What follows belongs to an exercise in optimizing a design on an open flow for small area, a short achievable clock period and few clock cycles; a production flow would make more cautious choices. Power is estimated from default activity; no workload was simulated.

// blind_frame_rx
module blind_frame_rx (
    input  wire       clk,
    input  wire       rst,         
    input  wire       in_valid,
    input  wire [7:0] in_data,
    output reg        in_ready,
    output reg        evt_valid,
    output reg  [1:0] evt_code,    
    output reg  [7:0] evt_arg0,
    output reg  [7:0] evt_arg1,
    output reg        pay_valid,
    output reg  [7:0] pay_data,
    output reg        pay_last,
    input  wire       pay_ready
);
    localparam [1:0] EV_NOISE    = 2'd0;
    localparam [1:0] EV_OVERFLOW = 2'd1;
    localparam [1:0] EV_FRAME    = 2'd2;
    localparam [1:0] EV_CRC_ERR  = 2'd3;
    localparam KW = 8;                  
    localparam KR = 8;                  
    localparam NW = 256 >> KW;
    localparam NR = 256 >> KR;
    function [7:0] crc8_step;
        input [7:0] a;
        input [7:0] b;
        integer i;
        reg [7:0] c;
        begin
            c = a ^ b;
            for (i = 0; i < 8; i = i + 1)
                c = c[7] ? ((c << 1) ^ 8'h07) : (c << 1);
            crc8_step = c;
        end
    endfunction
    reg       a_v, b_v;
    reg [7:0] a_d, b_d;
    wire      push = in_valid && in_ready;
    wire      pop;
    always @(posedge clk) begin
        if (rst) begin
            a_v      <= 1'b0;
            b_v      <= 1'b0;
            in_ready <= 1'b1;
        end else begin
            if (!a_v || pop) begin
                a_v      <= b_v || push;
                b_v      <= 1'b0;
                in_ready <= 1'b1;
            end else if (push) begin
                b_v      <= 1'b1;
                in_ready <= 1'b0;
            end
        end
    end
    always @(posedge clk) begin
        if (!a_v || pop)
            a_d <= b_v ? b_d : in_data;
        if (in_ready)
            b_d <= in_data;
    end
    reg  [7:0] ring [0:255];
    wire [NW-1:0] wsel;
    reg  [7:0] wdata;
    genvar g;
    generate
  ...
Size: about 2,200 flip-flops, roughly 42 I/O pins, roughly 0.051 sq mm of cells after synthesis.
==> flow/config.mk <==
export PLATFORM = sky130hd
export DESIGN_NAME = blind_frame_rx
export DESIGN_NICKNAME = blind_frame_rx
export VERILOG_FILES = /design/flow/design.v
export SDC_FILE = /design/flow/constraint.sdc
export NUM_CORES = 4
export LEC_CHECK = 0
export ABC_CLOCK_PERIOD_IN_PS = 2500
export CAP_MARGIN = 20
export CORE_MARGIN = 2
export CORE_UTILIZATION = 55
export CTS_CLUSTER_DIAMETER = 60
export CTS_CLUSTER_SIZE = 30
export SLEW_MARGIN = 20
==> flow/constraint.sdc <==
create_clock -name core_clock -period 9.0 [get_ports {clk}]
set_input_delay 1.8000 -clock core_clock [delete_from_list [all_inputs] [get_ports {clk}]]
set_output_delay 1.8000 -clock core_clock [all_outputs]
set_load 0.01 [all_outputs]
standard.sh (not shown) runs the stock make flow with config.mk's settings and CLKGATE_MAP_FILE= SYNTH_SCRIPT=/design/flow/synth_recipe.tcl, a recipe that flattens the netlist after the stock synthesis.
==> flow/flow/run.sh <==
#!/bin/bash
set -euo pipefail
bash standard.sh \
    "BUFFER_PORTS_ARGS=-buffer_cell sky130_fd_sc_hd__buf_4" \
    SETUP_SLACK_MARGIN=6 \
    finish > make_finish.log 2>&1
Rerun with:
--- a/flow/design.v
+++ b/flow/design.v
@@ -81,33 +81,27 @@
     reg  [8:0] occ;                     
     reg  [8:0] ac;                      
     reg        w_al, r_al;              
     reg  [7:0] k;                       
     reg        k1;                      
     reg        big;                     
     reg  [7:0] len, id, crc;
     reg  [7:0] rem;                     
     reg        rem0, rem1;              
     reg        skip;                    
     reg        bq_v0, bq_v1;            
     reg        sp_v;                    
-    reg        ac_nz, occ_z;            
-    wire       consume = r_al && ac_nz && (rem0 || skip || !sp_v);
+    wire       consume = r_al && (ac != 9'd0) && (rem0 || skip || !sp_v);
     assign     pop     = a_v && w_al && (!occ[8] || consume);
-    wire       idle    = !a_v && s[S0] && occ_z;
-    wire [8:0] occ_keep = consume ? occ - 9'd1 : occ;
-    wire [8:0] occ_inc  = consume ? occ : occ + 9'd1;
-    wire [7:0] fs_r     = rd - fsd;                        
-    wire [8:0] occ_rew  = {1'b0, consume ? fs_r - 8'd1 : fs_r};
-    wire [8:0] ac_keep  = consume ? ac - 9'd1 : ac;
+    wire       idle    = !a_v && s[S0] && (occ == 9'd0);
     genvar j;
     generate
         if (NW == 1) begin : ws1
             assign wsel = pop;
         end else begin : wsn
             wire [7-KW:0] wtap = wd[7:KW];
             for (j = 0; j < NW; j = j + 1) begin : ws
                 assign wsel[j] = pop && (wtap == j);
             end
         end
     endgenerate
     wire [7:0] b        = a_d;
@@ -146,49 +140,44 @@
                 bqd0 <= fsd + 8'd1;
             else
                 bqd1 <= fsd + 8'd1;
         end
     end
     always @(posedge clk) begin
         if (rst) begin
             s         <= 6'b000001;
             wd        <= 8'd0;
             rd        <= 8'd0;
             occ       <= 9'd0;
             ac        <= 9'd0;
-            ac_nz     <= 1'b0;
-            occ_z     <= 1'b1;
             w_al      <= 1'b1;
             r_al      <= 1'b1;
             big       <= 1'b0;
             k         <= 8'd0;
             k1        <= 1'b0;
             bq_v0     <= 1'b0;
             bq_v1     <= 1'b0;
             evt_valid <= 1'b0;
         end else begin
             evt_valid <= pop && ((s[S0] && !is_aa) || s[SE] || s[SO]);
             if (!idle) begin
                 wd <= (pop && !rewind) ? wd : (pop ? fsd : wd) + 8'd1;
                 rd <= consume ? rd : rd + 8'd1;
             end
             w_al <= pop ? (!rewind || (fsd[KW-1:0] == {KW{1'b1}})) :
                     idle ? w_al : (wd[KW-1:0] == {KW{1'b1}});
             r_al <= consume ? 1'b1 :
                     idle ? r_al : (rd[KR-1:0] == {KR{1'b1}});
-            occ <= !pop ? occ_keep : rewind ? occ_rew : occ_inc;
-            ac  <= (pop && commit) ? occ_inc : ac_keep;
-            ac_nz <= (pop && commit) || (ac_nz && !(consume && ac == 9'd1));
-            occ_z <= !pop ? (consume ? (occ == 9'd1) : occ_z) :
-                     rewind && (fs_r == {7'd0, consume});
+            occ <= (pop ? (rewind ? {1'b0, rd - fsd} : occ + 9'd1) : occ) - {8'd0, consume};
+            ac  <= ((pop && commit) ? occ + 9'd1 : ac) - {8'd0, consume};
             if (bq_hit) begin
                 bq_v0 <= bq_v1;
                 bq_v1 <= 1'b0;
             end
             if (pop && mark) begin
                 if (bq_hit ? !bq_v1 : !bq_v0)
                     bq_v0 <= 1'b1;
                 else
                     bq_v1 <= 1'b1;
             end
             if (pop) begin
                 s <= 6'b0;
@@ -245,25 +234,23 @@
         if (rst) begin
             pay_valid <= 1'b0;
             sp_v      <= 1'b0;
         end else begin
             if (main_free) begin
                 pay_valid <= sp_v || out_push;
                 sp_v      <= 1'b0;
             end else if (out_push) begin
                 sp_v      <= 1'b1;
             end
         end
     end
-    reg  [7:0] pd_q;
-    reg        pl_q;
-    always @(posedge clk) begin
-        pd_q     <= main_free ? (sp_v ? sp_d : rdata) : pay_data;
-        pl_q     <= main_free ? (sp_v ? sp_l : rem1) : pay_last;
-        pay_data <= main_free ? (sp_v ? sp_d : rdata) : pd_q;
-        pay_last <= main_free ? (sp_v ? sp_l : rem1) : pl_q;
+    always @(posedge clk) begin
+        if (main_free) begin
+            pay_data <= sp_v ? sp_d : rdata;
+            pay_last <= sp_v ? sp_l : rem1;
+        end
         if (!sp_v) begin
             sp_d <= rdata;
             sp_l <= rem1;
         end
     end
 endmodule
=> Global-route usage climbs by 0.12 points. Power is higher by 3.1%. Utilization rises by 1.0 points. Sequential share of layout area went down by 0.55 points. Design area goes up by 0.39%. Worst setup slack gets worse by 0.18 ns. Die area went down by 0.59%. Synthesized cell count drops by 0.74%. Flip-flop and latch count drops by 11. Synthesized area came out lower by 0.59%.
No functional check of the RTL was part of any run of this note.

static timing again, ports no longer ideal:
Ports are ideal in the flow. The routed layouts listed here were re-timed in OpenROAD. Step 1 assumes that a clkbuf_16 drives the clock port and a buf_2 every other input. Step 2 moves the port delays by t, midway between the first and last clock arrival at a register: inputs arrive t later, outputs are due t later. That takes back most of the time a late clock gives input paths. a / b / c = no drivers / after step 1 / after step 2; a / b = the first two.
run	t, ns	setup slack, ns	hold slack, ns	worst data-port slew with drivers (ns)
the first run	0.774	5.972 / 5.902 / 5.721	0.320 / 0.320 / 0.320	0.04
the second run	0.756	5.788 / 5.788 / 5.788	0.300 / 0.300 / 0.300	0.04
After both steps setup and hold are still met in every run listed. The setup slack of the first run, which loses most, moves by -0.070 ns with the drivers and by -0.251 ns with both steps.
